This design comes from an exercise in tuning for small area, a short achievable clock period and few clock cycles per item on the open sky130 flow, not from production work. Function was checked by simulation only, so behaviour that the tests miss may differ from the original. No activity file was given, so power comes from the tool's default toggle rates.

## flow/config.mk

```make
export PLATFORM = sky130hd
export DESIGN_NAME = idfor_enc32
export DESIGN_NICKNAME = idfor_enc32
export VERILOG_FILES = /design/flow/design.v
export SDC_FILE = /design/flow/constraint.sdc
export NUM_CORES = 4
export LEC_CHECK = 0
export CAP_MARGIN = 20
export CORE_MARGIN = 2
export CORE_UTILIZATION = 40
export SLEW_MARGIN = 20
export SYNTH_MEMORY_MAX_BITS = 8192
```

## flow/constraint.sdc

```tcl
create_clock -name core_clock -period 12.0 [get_ports {clk}]
set_input_delay 2.4000 -clock core_clock [delete_from_list [all_inputs] [get_ports {clk}]]
set_output_delay 2.4000 -clock core_clock [all_outputs]
set_load 0.01 [all_outputs]
```

## flow/design.v

```verilog
module idfor_enc32 (
    input  wire        clk,
    input  wire        rst,
    input  wire        cmd_valid,
    output wire        cmd_ready,
    input  wire [27:0] cmd_n,
    input  wire [1:0]  cmd_sel,
    input  wire        in_valid,
    output wire        in_ready,
    input  wire [31:0] in_data,
    output wire        out_valid,
    input  wire        out_ready,
    output wire [31:0] out_data,
    output wire        out_last
);
    localparam integer R     = 160;      
    localparam integer GRES  = 3;        
    localparam [6:0]   ATAIL = 7'd64;    
    reg        f_act;
    reg [27:0] f_left;
    reg        cmd_rdy_r, in_rdy_r;
    reg        xv0, xv1;
    reg [32:0] xd0, xd1;            
    assign cmd_ready = cmd_rdy_r;
    assign in_ready  = in_rdy_r;
    wire        cmd_go = cmd_valid & cmd_rdy_r;
    wire        in_go  = in_valid & in_rdy_r;
    wire        x_push = cmd_go | in_go;
    wire [32:0] x_new  = cmd_go ? {1'b1, 2'b00, cmd_sel, cmd_n} : {1'b0, in_data};
    wire        x_pop;
    wire [1:0]  xcnt   = {1'b0, xv0} + {1'b0, xv1};
    wire [1:0]  xcnt_n = xcnt + {1'b0, x_push} - {1'b0, x_pop};
    wire        f_act_n = cmd_go ? 1'b1 : ((in_go && f_left == 28'd1) ? 1'b0 : f_act);
    always @(posedge clk) begin
        if (rst) begin
            f_act     <= 1'b0;
            f_left    <= 28'd0;
            cmd_rdy_r <= 1'b0;
            in_rdy_r  <= 1'b0;
            xv0       <= 1'b0;
            xv1       <= 1'b0;
        end else begin
            f_act <= f_act_n;
            if (cmd_go)
                f_left <= cmd_n;
            else if (in_go)
                f_left <= f_left - 28'd1;
            cmd_rdy_r <= ~f_act_n & (xcnt_n != 2'd2);
            in_rdy_r  <=  f_act_n & (xcnt_n != 2'd2);
            if (x_pop) begin
                if (xv1) begin
                    xd0 <= xd1;
                    xv1 <= x_push;
                    if (x_push) xd1 <= x_new;
                end else begin
                    xv0 <= x_push;
                    if (x_push) xd0 <= x_new;
                end
            end else if (x_push) begin
                if (!xv0) begin
                    xv0 <= 1'b1;
                    xd0 <= x_new;
                end else begin
                    xv1 <= 1'b1;
                    xd1 <= x_new;
                end
            end
        end
    end
    reg        dv, dh;
    reg [31:0] dd, prev;
    wire       d_take;
    assign x_pop = xv0 & (~dv | d_take);
    always @(posedge clk) begin
        if (rst)
            dv <= 1'b0;
        else if (x_pop) begin
            dv <= 1'b1;
            dh <= xd0[32];
            if (xd0[32]) begin
                dd   <= xd0[31:0];
                prev <= 32'd0;
            end else begin
                dd   <= xd0[31:0] - prev;
                prev <= xd0[31:0];
            end
        end else if (d_take)
            dv <= 1'b0;
    end
    reg  [33*R-1:0] ring;                        
    wire [32:0]     r_out = ring[33*R-1 -: 33];  
    reg [7:0] ph;            
    reg [7:0] wp;            
    reg [7:0] fp;            
    reg [7:0] cp;            
    reg [8:0] occ;           
    reg [8:0] cav;           
    wire [7:0] ph_n = (ph == R - 1) ? 8'd0 : ph + 8'd1;
    reg [20:0] w_nblk;
    reg [27:0] w_ntail;
    reg [6:0]  w_idx;
    reg        w_pat;
    reg [3:0]  w_holes;
    reg [6:0]  w_A;
    reg [31:0] ref_w;
    reg        c_free;       
    wire       w_inblk = (w_idx != 7'd0);
    wire       w_slot  = (ph == wp) || (occ == 9'd0);
    wire       w_room  = (occ != R) || c_free;
    wire       d_blk   = ~dh & (w_nblk != 21'd0);
    wire [2:0] d_nb    = 3'd1 + {2'b0, |dd[31:7]} + {2'b0, |dd[31:14]}
                       + {2'b0, |dd[31:21]} + {2'b0, |dd[31:28]};
    wire [6:0] d_bits  = dh ? 7'd32 : {1'b0, d_nb, 3'b000};
    wire [6:0] A_e     = (w_A >= 7'd32) ? (w_A - 7'd32) : w_A;
    wire [7:0] A_sum   = {1'b0, A_e} + {1'b0, d_bits};
    wire       credit_ok = (A_sum <= 8'd64);
    wire [7:0] A_up    = (A_sum + 8'd31) & 8'hE0;
    reg w_adv, w_wr;
    always @* begin
        w_adv = 1'b0;
        w_wr  = 1'b0;
        if (w_slot && w_room) begin
            if (w_holes != 4'd0)
                w_adv = 1'b1;
            else if (dv) begin
                w_adv = 1'b1;
                w_wr  = d_blk ? 1'b1 : credit_ok;
            end else if (!w_inblk && occ != 9'd0)
                w_adv = 1'b1;
        end
    end
    assign d_take = w_wr;
    wire [1:0] dsel = dd[29:28];
    wire       hist_go = w_wr & d_blk & (w_idx == 7'd127);
    always @(posedge clk) begin
        if (rst) begin
            w_nblk  <= 21'd0;
            w_ntail <= 28'd0;
            w_idx   <= 7'd0;
            w_holes <= 4'd0;
            w_A     <= 7'd0;
            w_pat   <= 1'b0;
        end else if (w_adv) begin
            if (w_holes != 4'd0) begin
                w_holes <= w_holes - 4'd1;
                w_A     <= A_e;
            end else if (w_wr) begin
                if (dh) begin
                    w_nblk  <= (dsel == 2'd3) ? 21'd0 : dd[27:7];
                    w_ntail <= (dsel == 2'd3) ? dd[27:0]
                             : (dsel == 2'd2) ? 28'd0 : {21'd0, dd[6:0]};
                    w_pat   <= (dsel == 2'd0) || (dsel == 2'd2);
                    w_holes <= ((dsel != 2'd3) && (dd[27:7] != 21'd0)) ? 4'd2 : 4'd0;
                    w_A     <= A_sum[6:0];
                    w_idx   <= 7'd0;
                end else if (d_blk) begin
                    w_idx <= w_idx + 7'd1;
                    if (w_idx == 7'd0 || $signed(dd) < $signed(ref_w))
                        ref_w <= dd;
                    if (w_idx == 7'd127) begin
                        w_nblk  <= w_nblk - 21'd1;
                        w_holes <= GRES + ((w_nblk != 21'd1) ? 4'd2 : 4'd0);
                        w_A     <= ATAIL;
                    end
                end else begin
                    w_ntail <= w_ntail - 28'd1;
                    w_A     <= (w_ntail == 28'd1) ? A_up[6:0] : A_sum[6:0];
                end
            end else
                w_A <= A_e;
        end
    end
    reg         hs1, h_run, tvv, tvv_d, h_pat;
    reg [3:0]   h_k;
    reg [31:0]  ref_h;
    reg [255:0] tv;              
    reg [223:0] cntr;            
    reg [31:0]  M;               
    integer j, c, j2, c2, c3, j4;
    reg [31:0] tdiff;
    reg [31:0] tth;
    reg [255:0] tv_n;
    always @* begin
        for (j = 0; j < 8; j = j + 1) begin
            tdiff = ring[33 * (128 - 16 * j) +: 32] - ref_h;
            tth[31] = tdiff[31];
            for (c = 30; c >= 0; c = c - 1)
                tth[c] = tth[c + 1] | tdiff[c];
            tv_n[32 * j +: 32] = tth;
        end
    end
    reg [223:0] cntr_n;
    reg [31:0]  M_n;
    reg [3:0]   pc;
    always @* begin
        M_n = M;
        for (c2 = 0; c2 < 32; c2 = c2 + 1) begin
            pc = 4'd0;
            for (j2 = 0; j2 < 8; j2 = j2 + 1)
                pc = pc + {3'd0, tv[32 * j2 + c2]};
            cntr_n[7 * c2 +: 7] = cntr[7 * c2 +: 7] + {3'd0, pc};
            M_n[c2] = M[c2] | (pc != 4'd0);
        end
    end
    always @(posedge clk) begin
        if (rst) begin
            hs1   <= 1'b0;
            h_run <= 1'b0;
            tvv   <= 1'b0;
            tvv_d <= 1'b0;
        end else begin
            hs1   <= hist_go;
            tvv   <= h_run;
            tvv_d <= tvv;
            if (hs1) begin
                ref_h <= ref_w;
                h_pat <= w_pat;
                h_run <= 1'b1;
                h_k   <= 4'd0;
                cntr  <= 224'd0;
                M     <= 32'd0;
            end else begin
                if (h_run) begin
                    h_k <= h_k + 4'd1;
                    if (h_k == 4'd15) h_run <= 1'b0;
                end
                if (tvv) begin
                    cntr <= cntr_n;
                    M    <= M_n;
                end
            end
            if (h_run) tv <= tv_n;
        end
    end
    wire h_fin = tvv_d & ~tvv;
    function [8:0] costf;
        input [5:0] cc;
        input [6:0] ee;
        input [5:0] mbv;
        reg   [5:0]  k;
        reg   [12:0] p;
        begin
            k = mbv - cc;
            p = {6'd0, ee} * {7'd0, k};
            costf = {1'b0, cc, 2'b00}
                  + ((ee == 7'd0) ? 9'd0
                     : ({4'd0, ee[6:2]} + {8'd0, |ee[1:0]} + {1'b0, p[12:5]} + {8'd0, |p[4:0]}));
        end
    endfunction
    reg  [2:0]  cs;
    localparam [2:0] CS_IDLE = 3'd0, CS_MB = 3'd1, CS_SCAN = 3'd2, CS_DRAIN = 3'd3, CS_DONE = 3'd4;
    reg  [5:0]  mbr;
    reg  [2:0]  g;
    reg  [8:0]  best;
    reg  [5:0]  bsel;
    reg  [6:0]  ebest;
    reg         av;
    reg  [35:0] cost_r;          
    reg  [27:0] e_r;             
    reg  [23:0] c_r;             
    reg  [5:0]  mb_M;
    always @* begin
        mb_M = 6'd0;
        for (c3 = 0; c3 < 32; c3 = c3 + 1)
            if (M[c3]) mb_M = c3[5:0] + 6'd1;
    end
    reg [35:0] cost_n;
    reg [27:0] e_n;
    reg [23:0] c_n;
    reg [5:0]  cand;
    reg [6:0]  ecand;
    always @* begin
        for (j4 = 0; j4 < 4; j4 = j4 + 1) begin
            cand  = {1'b0, g, 2'b00} + (6'd3 - j4[5:0]);
            ecand = cntr[7 * cand +: 7];
            c_n[6 * j4 +: 6]    = cand;
            e_n[7 * j4 +: 7]    = ecand;
            cost_n[9 * j4 +: 9] = costf(cand, ecand, mbr);
        end
    end
    wire        w01  = cost_r[17:9] < cost_r[8:0];
    wire        w23  = cost_r[35:27] < cost_r[26:18];
    wire [8:0]  k01  = w01 ? cost_r[17:9] : cost_r[8:0];
    wire [6:0]  e01  = w01 ? e_r[13:7] : e_r[6:0];
    wire [5:0]  c01  = w01 ? c_r[11:6] : c_r[5:0];
    wire [8:0]  k23  = w23 ? cost_r[35:27] : cost_r[26:18];
    wire [6:0]  e23  = w23 ? e_r[27:21] : e_r[20:14];
    wire [5:0]  c23  = w23 ? c_r[23:18] : c_r[17:12];
    wire        wq   = k23 < k01;
    wire [8:0]  kq   = wq ? k23 : k01;
    wire [6:0]  eq   = wq ? e23 : e01;
    wire [5:0]  cq   = wq ? c23 : c01;
    reg         res_v, res_fast;
    reg  [5:0]  res_b, res_mb;
    reg  [6:0]  res_e;
    reg  [31:0] res_ref;
    reg         res_take;        
    wire [5:0]  hiw_r  = mbr - bsel;
    wire [9:0]  ehi_r  = {6'd0, ebest[3:0]} * {4'd0, hiw_r};
    always @(posedge clk) begin
        if (rst) begin
            cs    <= CS_IDLE;
            av    <= 1'b0;
            res_v <= 1'b0;
        end else begin
            if (res_take) res_v <= 1'b0;
            if (av && kq < best) begin
                best  <= kq;
                bsel  <= cq;
                ebest <= eq;
            end
            case (cs)
                CS_IDLE: if (h_fin) begin
                    mbr <= mb_M;
                    cs  <= CS_MB;
                end
                CS_MB: begin
                    best  <= {1'b0, mbr, 2'b00};
                    bsel  <= mbr;
                    ebest <= 7'd0;
                    g     <= (mbr - 6'd1) >> 2;
                    av    <= 1'b0;
                    cs    <= (h_pat && mbr != 6'd0) ? CS_SCAN : CS_DONE;
                end
                CS_SCAN: begin
                    cost_r <= cost_n;
                    e_r    <= e_n;
                    c_r    <= c_n;
                    av     <= 1'b1;
                    g      <= g - 3'd1;
                    if (g == 3'd0) cs <= CS_DRAIN;
                end
                CS_DRAIN: begin
                    av <= 1'b0;
                    cs <= CS_DONE;
                end
                CS_DONE: begin
                    res_v    <= 1'b1;
                    res_b    <= bsel;
                    res_mb   <= mbr;
                    res_e    <= ebest;
                    res_ref  <= ref_h;
                    res_fast <= (ebest <= 7'd8) && (ehi_r <= 10'd32);
                    cs       <= CS_IDLE;
                end
                default: cs <= CS_IDLE;
            endcase
        end
    end
    reg  [63:0] acc;
    reg  [6:0]  cnt;
    reg  [6:0]  lastpos;
    reg         ov, sv;              
    reg  [31:0] od, sd;
    reg         ol, sl;
    assign out_valid = ov;
    assign out_data  = od;
    assign out_last  = ol;
    wire        emit_i = (cnt >= 7'd32) && !(ov && sv);
    wire [6:0]  cnt_e  = emit_i ? (cnt - 7'd32) : cnt;
    wire [63:0] acc_e  = emit_i ? {32'd0, acc[63:32]} : acc;
    wire        w_last = (lastpos == 7'd32);
    wire [6:0]  lastpos_e = (emit_i && lastpos != 7'd0) ? (lastpos - 7'd32) : lastpos;
    localparam [2:0] EK_RAW = 3'd0, EK_LOW = 3'd1, EK_POSP = 3'd2, EK_HIP = 3'd3,
                     EK_POS0 = 3'd4, EK_POS1 = 3'd5, EK_HIW = 3'd6;
    reg         ev;
    reg  [2:0]  ek;
    reg  [39:0] eval;
    reg  [5:0]  ew;
    reg         ealign, elast;
    reg  [6:0]  eidx;
    reg  [5:0]  cb, cmb;
    reg  [6:0]  ce;
    reg  [31:0] cref;
    reg         c_slow, c_lastsec;
    reg  [63:0] posbuf;
    reg  [31:0] hiacc;
    reg  [5:0]  hcnt;
    reg  [6:0]  xc;                  
    wire [31:0] ev32   = eval[31:0];
    wire [31:0] mask_b = (cb >= 6'd32) ? 32'hFFFFFFFF : ((32'd1 << cb) - 32'd1);
    wire [5:0]  whi    = cmb - cb;
    wire [31:0] hv     = (cb >= 6'd32) ? 32'd0 : (ev32 >> cb);
    wire        exc    = (hv != 32'd0);
    wire        xlast  = exc && (xc == ce - 7'd1);
    reg  [39:0] p_val;
    reg  [6:0]  p_w;
    reg  [6:0]  p_fit;
    reg         p_align, p_last;
    always @* begin
        p_val   = 40'd0;
        p_w     = 7'd0;
        p_fit   = 7'd0;
        p_align = 1'b0;
        p_last  = 1'b0;
        case (ek)
            EK_RAW: begin
                p_val = eval; p_w = {1'b0, ew}; p_fit = {1'b0, ew};
                p_align = ealign; p_last = elast;
            end
            EK_LOW: begin
                p_val = {8'd0, ev32 & mask_b}; p_w = {1'b0, cb}; p_fit = {1'b0, cb};
                p_last = elast;
            end
            EK_POSP: begin
                p_val = exc ? {33'd0, eidx} : 40'd0; p_w = exc ? 7'd8 : 7'd0; p_fit = 7'd8;
                p_align = xlast;
            end
            EK_HIP: begin
                p_val = {8'd0, hv}; p_w = exc ? {1'b0, whi} : 7'd0; p_fit = {1'b0, whi};
                p_align = xlast; p_last = xlast & c_lastsec;
            end
            EK_POS0: begin
                p_val = {8'd0, posbuf[31:0]}; p_w = 7'd32; p_fit = 7'd32;
            end
            EK_POS1: begin
                p_val = {8'd0, posbuf[63:32]}; p_w = 7'd32; p_fit = 7'd32;
            end
            default: begin
                p_val = {8'd0, hiacc}; p_w = 7'd32; p_fit = 7'd32; p_last = elast;
            end
        endcase
    end
    wire [7:0]  fit_sum = {1'b0, cnt_e} + {1'b0, p_fit};
    wire        e_fits  = (fit_sum <= 8'd64);
    wire        push    = ev & e_fits;
    wire        e_free  = ~ev | e_fits;
    wire [7:0]  cnt_p   = {1'b0, cnt_e} + {1'b0, p_w};
    wire [7:0]  cnt_pa  = p_align ? ((cnt_p + 8'd31) & 8'hE0) : cnt_p;
    wire [63:0] p_sh    = {24'd0, p_val} << cnt_e;
    wire        e_elem  = (ek == EK_LOW) || (ek == EK_POSP) || (ek == EK_HIP);
    always @(posedge clk) begin
        if (rst) begin
            acc     <= 64'd0;
            cnt     <= 7'd0;
            lastpos <= 7'd0;
            ov      <= 1'b0;
            sv      <= 1'b0;
        end else begin
            if (push) begin
                acc <= acc_e | p_sh;
                cnt <= cnt_pa[6:0];
                lastpos <= p_last ? cnt_pa[6:0] : lastpos_e;
            end else begin
                acc <= acc_e;
                cnt <= cnt_e;
                lastpos <= lastpos_e;
            end
            if (ov && out_ready) begin
                if (sv) begin
                    od <= sd;
                    ol <= sl;
                    sv <= 1'b0;
                end else if (emit_i) begin
                    od <= acc[31:0];
                    ol <= w_last;
                end else
                    ov <= 1'b0;
            end else if (emit_i) begin
                if (!ov) begin
                    ov <= 1'b1;
                    od <= acc[31:0];
                    ol <= w_last;
                end else begin
                    sv <= 1'b1;
                    sd <= acc[31:0];
                    sl <= w_last;
                end
            end
        end
    end
    localparam [1:0] CX_HDR = 2'd0, CX_BLK = 2'd1, CX_TAIL = 2'd2;
    localparam [1:0] PS_LOW = 2'd0, PS_POS = 2'd1, PS_HI = 2'd2;
    localparam [2:0] SQ_IDLE = 3'd0, SQ_REF = 3'd1, SQ_POS0 = 3'd2, SQ_POS1 = 3'd3, SQ_HIW = 3'd4;
    reg  [1:0]  c_exp;
    reg  [1:0]  c_pass;
    reg  [20:0] c_nblk;
    reg  [27:0] c_ntail;
    reg  [6:0]  c_idx;
    reg         c_descdone;
    reg  [7:0]  c_base;
    reg  [2:0]  sq;
    wire        c_at  = (ph == cp) && (cav != 9'd0);
    wire        c_vld = r_out[32];
    wire [31:0] c_d   = r_out[31:0];
    wire        c_holdblk = c_slow && (c_pass != PS_HI);
    wire        desc_go = (sq == SQ_IDLE) && (c_exp == CX_BLK) && (c_pass == PS_LOW)
                        && (c_idx == 7'd0) && !c_descdone && res_v && e_free;
    always @* res_take = desc_go;
    reg c_adv, c_take, c_jump;
    always @* begin
        c_adv  = 1'b0;
        c_take = 1'b0;
        c_jump = 1'b0;
        c_free = 1'b0;
        if (c_at) begin
            if (!c_vld) begin
                c_adv  = 1'b1;
                c_free = 1'b1;
            end else if (e_free && sq == SQ_IDLE) begin
                case (c_exp)
                    CX_BLK: if (c_descdone) begin
                        c_take = 1'b1;
                        c_adv  = 1'b1;
                        c_free = ~c_holdblk;
                        c_jump = c_holdblk && (c_idx == 7'd127);
                    end
                    default: begin
                        c_take = 1'b1;
                        c_adv  = 1'b1;
                        c_free = 1'b1;
                    end
                endcase
            end
        end
    end
    wire        m0 = |c_d[31:7];
    wire        m1 = |c_d[31:14];
    wire        m2 = |c_d[31:21];
    wire        m3 = |c_d[31:28];
    wire [39:0] c_vb  = {4'd0, c_d[31:28], m3, c_d[27:21], m2, c_d[20:14],
                         m1, c_d[13:7], m0, c_d[6:0]};
    wire [2:0]  c_nb  = 3'd1 + {2'b0, m0} + {2'b0, m1} + {2'b0, m2} + {2'b0, m3};
    wire [1:0]  h_sel = c_d[29:28];
    wire [20:0] h_nblk  = (h_sel == 2'd3) ? 21'd0 : c_d[27:7];
    wire [27:0] h_ntail = (h_sel == 2'd3) ? c_d[27:0]
                        : (h_sel == 2'd2) ? 28'd0 : {21'd0, c_d[6:0]};
    wire        blk_end = c_take && (c_exp == CX_BLK) && (c_idx == 7'd127)
                        && (!c_slow || c_pass == PS_HI);
    wire [1:0]  exp_after_blk = (c_nblk != 21'd1) ? CX_BLK
                              : ((c_ntail != 28'd0) ? CX_TAIL : CX_HDR);
    always @(posedge clk) begin
        if (rst) begin
            c_exp      <= CX_HDR;
            c_pass     <= PS_LOW;
            c_nblk     <= 21'd0;
            c_ntail    <= 28'd0;
            c_idx      <= 7'd0;
            c_descdone <= 1'b0;
            sq         <= SQ_IDLE;
            ev         <= 1'b0;
            c_slow     <= 1'b0;
            xc         <= 7'd0;
        end else begin
            if (push && e_elem) begin
                if (ek == EK_LOW && exc && !c_slow) begin
                    posbuf[8 * xc[2:0] +: 8] <= {1'b0, eidx};
                    hiacc <= hiacc | (hv << hcnt);
                    hcnt  <= hcnt + whi;
                end
                if (eidx == 7'd127)
                    xc <= 7'd0;
                else if (exc)
                    xc <= xc + 7'd1;
            end
            if (e_free) ev <= 1'b0;
            if (desc_go) begin
                ev     <= 1'b1;
                ek     <= EK_RAW;
                eval   <= {8'd0, 9'd0, res_e, 2'b00, res_mb, 2'b00, res_b};
                ew     <= 6'd32;
                ealign <= 1'b0;
                elast  <= 1'b0;
                cb     <= res_b;
                cmb    <= res_mb;
                ce     <= res_e;
                cref   <= res_ref;
                c_slow <= ~res_fast;
                c_lastsec <= (c_nblk == 21'd1) && (c_ntail == 28'd0);
                posbuf <= 64'd0;
                hiacc  <= 32'd0;
                hcnt   <= 6'd0;
                xc     <= 7'd0;
                sq     <= SQ_REF;
            end else if (sq != SQ_IDLE && e_free) begin
                ev     <= 1'b1;
                ew     <= 6'd32;
                ealign <= 1'b0;
                case (sq)
                    SQ_REF: begin
                        ek    <= EK_RAW;
                        eval  <= {8'd0, cref};
                        elast <= c_lastsec && (cb == 6'd0) && (ce == 7'd0);
                        c_descdone <= 1'b1;
                        sq    <= SQ_IDLE;
                    end
                    SQ_POS0: begin
                        ek    <= EK_POS0;
                        elast <= 1'b0;
                        sq    <= (ce > 7'd4) ? SQ_POS1 : SQ_HIW;
                    end
                    SQ_POS1: begin
                        ek    <= EK_POS1;
                        elast <= 1'b0;
                        sq    <= SQ_HIW;
                    end
                    default: begin
                        ek    <= EK_HIW;
                        elast <= c_lastsec;
                        sq    <= SQ_IDLE;
                    end
                endcase
            end else if (c_take) begin
                ev <= 1'b1;
                case (c_exp)
                    CX_HDR: begin
                        ek     <= EK_RAW;
                        eval   <= {8'd0, c_d};
                        ew     <= 6'd32;
                        ealign <= 1'b0;
                        elast  <= 1'b0;
                        c_nblk  <= h_nblk;
                        c_ntail <= h_ntail;
                        c_exp   <= (h_nblk != 21'd0) ? CX_BLK : CX_TAIL;
                        c_idx   <= 7'd0;
                        c_pass  <= PS_LOW;
                        c_descdone <= 1'b0;
                    end
                    CX_TAIL: begin
                        ek     <= EK_RAW;
                        eval   <= c_vb;
                        ew     <= {c_nb, 3'b000};
                        ealign <= (c_ntail == 28'd1);
                        elast  <= (c_ntail == 28'd1);
                        c_ntail <= c_ntail - 28'd1;
                        if (c_ntail == 28'd1) c_exp <= CX_HDR;
                    end
                    default: begin
                        ek    <= (c_pass == PS_LOW) ? EK_LOW : (c_pass == PS_POS) ? EK_POSP : EK_HIP;
                        eval  <= {8'd0, c_d - cref};
                        eidx  <= c_idx;
                        elast <= c_lastsec && (ce == 7'd0) && (cb != 6'd0) && (c_idx == 7'd127);
                        ealign <= 1'b0;
                        c_idx <= c_idx + 7'd1;
                        if (c_idx == 7'd0 && c_pass == PS_LOW)
                            c_base <= cp;
                        if (c_idx == 7'd127) begin
                            if (blk_end) begin
                                c_pass     <= PS_LOW;
                                c_descdone <= 1'b0;
                                c_nblk     <= c_nblk - 21'd1;
                                c_exp      <= exp_after_blk;
                                if (!c_slow && ce != 7'd0) sq <= SQ_POS0;
                            end else
                                c_pass <= (c_pass == PS_LOW) ? PS_POS : PS_HI;
                        end
                    end
                endcase
            end
        end
    end
    wire [32:0] port_in = w_adv ? {w_wr, w_wr ? dd : r_out[31:0]}
                                : {r_out[32] & ~c_free, r_out[31:0]};
    always @(posedge clk)
        ring <= {ring[33 * (R - 1) - 1:0], port_in};
    always @(posedge clk) begin
        if (rst) begin
            ph  <= 8'd0;
            wp  <= 8'd0;
            fp  <= 8'd0;
            cp  <= 8'd0;
            occ <= 9'd0;
            cav <= 9'd0;
        end else begin
            ph <= ph_n;
            if (occ == 9'd0) begin
                wp  <= ph_n;
                fp  <= w_adv ? ph : ph_n;
                cp  <= w_adv ? ph : ph_n;
                occ <= {8'd0, w_adv};
                cav <= {8'd0, w_adv};
            end else begin
                if (w_adv) wp <= ph_n;
                if (c_free) fp <= ph_n;
                if (c_jump)
                    cp <= c_base;
                else if (c_adv)
                    cp <= ph_n;
                occ <= occ + {8'd0, w_adv} - {8'd0, c_free};
                cav <= cav + {8'd0, w_adv} - {8'd0, c_adv} + (c_jump ? 9'd128 : 9'd0);
            end
        end
    end
endmodule
```

## flow/run.sh

```bash
#!/bin/bash
# synth_recipe.tcl (not shown) runs the flow's synth.tcl, then flattens the netlist and writes it again
# the make line also repeats each setting of config.mk as NAME=value (left out here)
make -C /OpenROAD-flow-scripts/flow DESIGN_CONFIG=/design/flow/config.mk WORK_HOME=/design/flow/orfs CLKGATE_MAP_FILE= SYNTH_SCRIPT=/design/flow/synth_recipe.tcl finish
```

==> impl_metrics.yaml <==
run_status:
  status: "no timing/DRC/antenna violations"
place:
  place_congestion: 0.957
  pre_cts_ws_ps: 3730
  hpwl_um: 367000
  io_buffers: 102
global_routing:
  track_usage_pct: 18.3
  grt_first_pass_wirelength_um: 751000
  grt_overflow: 0
  grt_pass1_vias: 117000
  antenna_found_initial: 46
  grt_max_degree: 138
clocking:
  clk_pin_slew_ps: 60
  cts_root_buf: "clkbuf_16"
  clock_path_buffers: 4
  cts_buffers: 646
  cts-htree-levels: 6
  cts_sinks: 6724
  hold_buffers: 0
  post_cts_buffers: 0
  cts_resized: 0
  clk_latency_ps: 1120
  cts_tree: "built"
worst_hold_path:
  worst_hold_path_type: "reg -> reg"
die:
  fp.dieArea_um2: 540000
  start_util_pct: 40.1
  dieWidth_um: 735
  core_um2: 532000
  die_h_um: 735
  io_pins: 103
  row_count: 268
timing:
  hold_violations: 0
  relSlewSlack_pct: 25.6
  timing.final.crit_share_pct: 69.2
  tightest_slew_ps: 1080
  timing.setup.tns_ps: 0
  fmax_mhz: 121
  postLayoutSetupSlackWorst_ps: 3700
  rsz0062_at_grt: "no"
  finClkSkew_ps: 125
  setup-violations-final: 0
  period_minus_slack_ps: 8300
  slew_viol_final: 0
layout:
  nFillCells: 47400
  finalNetCount: 18200
  final_cell_mix: "dfxtp_1 (5580), edfxtp_1 (1141), nor2_1 (987)"
  final_common_cell: "dfxtp_1"
  post-route-util_pct: 46.2
  syn2layout_area_growth_pct: 15.0
  drive_above_1_share_pct: 9.35
worst_setup_path:
  slowest_stage: "mux2i_1"
  critPathArrivalTime_ps: 9160
  worstPathRequired_ps: 12860
  path_class: "reg -> reg"
  startpoint_type: "flop"
  critPathCaptureType: "flop"
  worstPathMaxFanout: 56
  cpPeakStageDelay_ps: 850
drt:
  dr.first_iter.drc_count: 9271
  wl_per_cell_um: 20.6
  vias_per_cell: 4.93
  first_pass_iters: 7
  wirelength_um: 508000
  via_count: 121000
  drc: 0
  antenna_left: 0
power:
  power_mw: 47.7
  ir_worst_vdd_mv: 0.159
  leakage_nw: 99.6
  powerDensity_nw_per_um2: 194
flow_run:
  drv_cap: 0
logic_synthesis:
  seq_area_frac_synth_pct: 68.4
  ys_ff_latch: 6724
  netlist.area_leader.share_pct: 52.3
  yosys-top-cells-area: "dfxtp_1 (52%), edfxtp_1 (16%), ha_1 (5.0%)"
  synth-edff-count: 1141
  synth-warning-count: 1
  synth_ff_type: "dfxtp_1"
  async_flop_share_pct: 0
  syn_nets: 17800
  ys_types: 100
  synth_top_area_cell: "dfxtp_1"
  syn-cell-area_um2: 214000
  avgSynthCellArea_um2: 12.9
  synthCells: 16600
-- state kept, by name, indices dropped and copies added, names as in the netlist, 28 cells and up --
register  flops
ref_w        32
acc          64
eval         36
cost_r       36
e_r          28
f_left       28
prev         32
sd           32
od           32
xd1          33
hiacc        32
M            32
ring       5280
c_ntail      28
cref         32
res_ref      32
posbuf       64
cntr        224
xd0          33
w_ntail      28
tv          256
dd           32
ref_h        32
-- worst paths after layout --
kind / start / to / slack [ps] / cells after the start
max: g[1] / cost_r[26] / 3700 / 29
max reg2reg: g[1] / cost_r[26] / 3700 / 29
min: ring[568] / ring[601] / 230 / 0
min reg2reg: ring[568] / ring[601] / 230 / 0
-- per-stage QoR --
step           cell area (um^2)  hold WS [ps]  std cells
3_3_place_gp             223000           310      23400
3_5_place_dp             223000           312      23400
4_1_cts                  246000           233      24600
6_report                 246000           228      24600
2_1_floorplan            214000           310      16600
5_1_grt                  246000           251      24600
-- synth_stat cells (77+ instances only) --
master / n
dfxtp_1: 5583
edfxtp_1: 1141
nor2_1: 993
nand2_1: 941
ha_1: 847
inv_1: 839
a21oi_1: 831
o21ai_0: 502
clkbuf_1: 389
nor2b_1: 329
a21o_1: 309
xor2_1: 308
xnor2_1: 295
fa_1: 285
nor3_1: 275
mux2i_1: 205
nand3_1: 181
nand2b_1: 135
mux2_2: 130
or3_1: 129
a31oi_1: 122
a211oi_1: 116
a22oi_1: 116
o21a_1: 115
mux4_2: 102
and2_1: 95
and3_1: 91
nor4_1: 86
o21bai_1: 80
or2_2: 77
-- power breakdown --
group	total (mW)	switching [mW]	internal, mW
Sequential	24.1	0.396	23.7
Clock	20.7	8.77	11.9
Combinational	2.88	1.81	1.07
Total	47.7	11.0	36.7
-- logic make-up (layout without fill, tap and decap cells) --
| family | count (synthesis) | count (layout) | share of synthesized area (%) |
|---|---|---|---|
| fa+ha+maj | 1133 | 1133 | 7.64 |
| simple gates | 3588 | 3588 | 8.14 |
| buf+inv | 1310 | 2321 | 2.31 |
| other cells | 0 | 21 | 0 |
| mux | 437 | 437 | 2.72 |
| flops | 6724 | 6724 | 68.4 |
| compound gates | 2768 | 2768 | 8.36 |
| xor+xnor | 603 | 603 | 2.47 |
-- critical path, delay by kind of cell, from the launching register on --
| family | cells | cell delay, ps |
|---|---|---|
| adders and majority gates | 8 | 3090 |
| muxes | 2 | 1260 |
| AOI/OAI and AO/OA | 6 | 1080 |
| buffers and inverters | 4 | 890 |
| and+or+nand+nor | 7 | 740 |
| DFF | 1 | 620 |
| xor gates and xnor gates | 2 | 290 |
-- per-layer routing --
metal	GRT usage (%)	vias to the layer above	part of all wire, %
met1	26.1	58800	47
met5	0	-	0.0053
met4	5.98	4	3.3
met2	28.6	3432	44
met3	2.60	811	5.5
li1	-	58300	-
-- final cells by class --
type / instances / area, um^2 / area share, %
Timing Repair Buffer: 283 / 2410 / 0.980
Antenna cell: 21 / 52.6 / 0.0214
Clock inverter: 275 / 3600 / 1.46
Inverter: 849 / 3190 / 1.30
Tap cell: 7020 / 8780 / 3.57
Sequential cell: 6724 / 146000 / 59.4
Multi-Input combinational cell: 8529 / 62900 / 25.6
Clock buffer: 914 / 18800 / 7.64
Testbench counts, summed over its fixed seeds: cycles 45,346, elements 35,051.

[re-timing with driven ports]
Ports are ideal in the flow. The routed layout listed here was re-timed in OpenROAD. Step 1 sets driving cells, clkbuf_16 on the clock port and buf_2 on the other inputs (assumed; they add their load-dependent delay and slew). Step 2, shift: input delay + t, output delay - t, t = (earliest + latest rising clock arrival at the registers) / 2. This alone moves slack from input paths to output paths. a / b / c = ideal / step 1 / step 2; a / b = the first two.
t (ns): 1.182
setup slack, ns: 3.702 / 3.702 / 3.702
hold slack, ns: 0.228 / 0.228 / 0.228
worst setup path after step 2: register to register
worst register clock-pin slew, ns: 0.08 / 0.08
After both steps this run still meets setup and hold. The setup slack of this run moves by 0.000 ns with the drivers and by 0.000 ns with both steps.
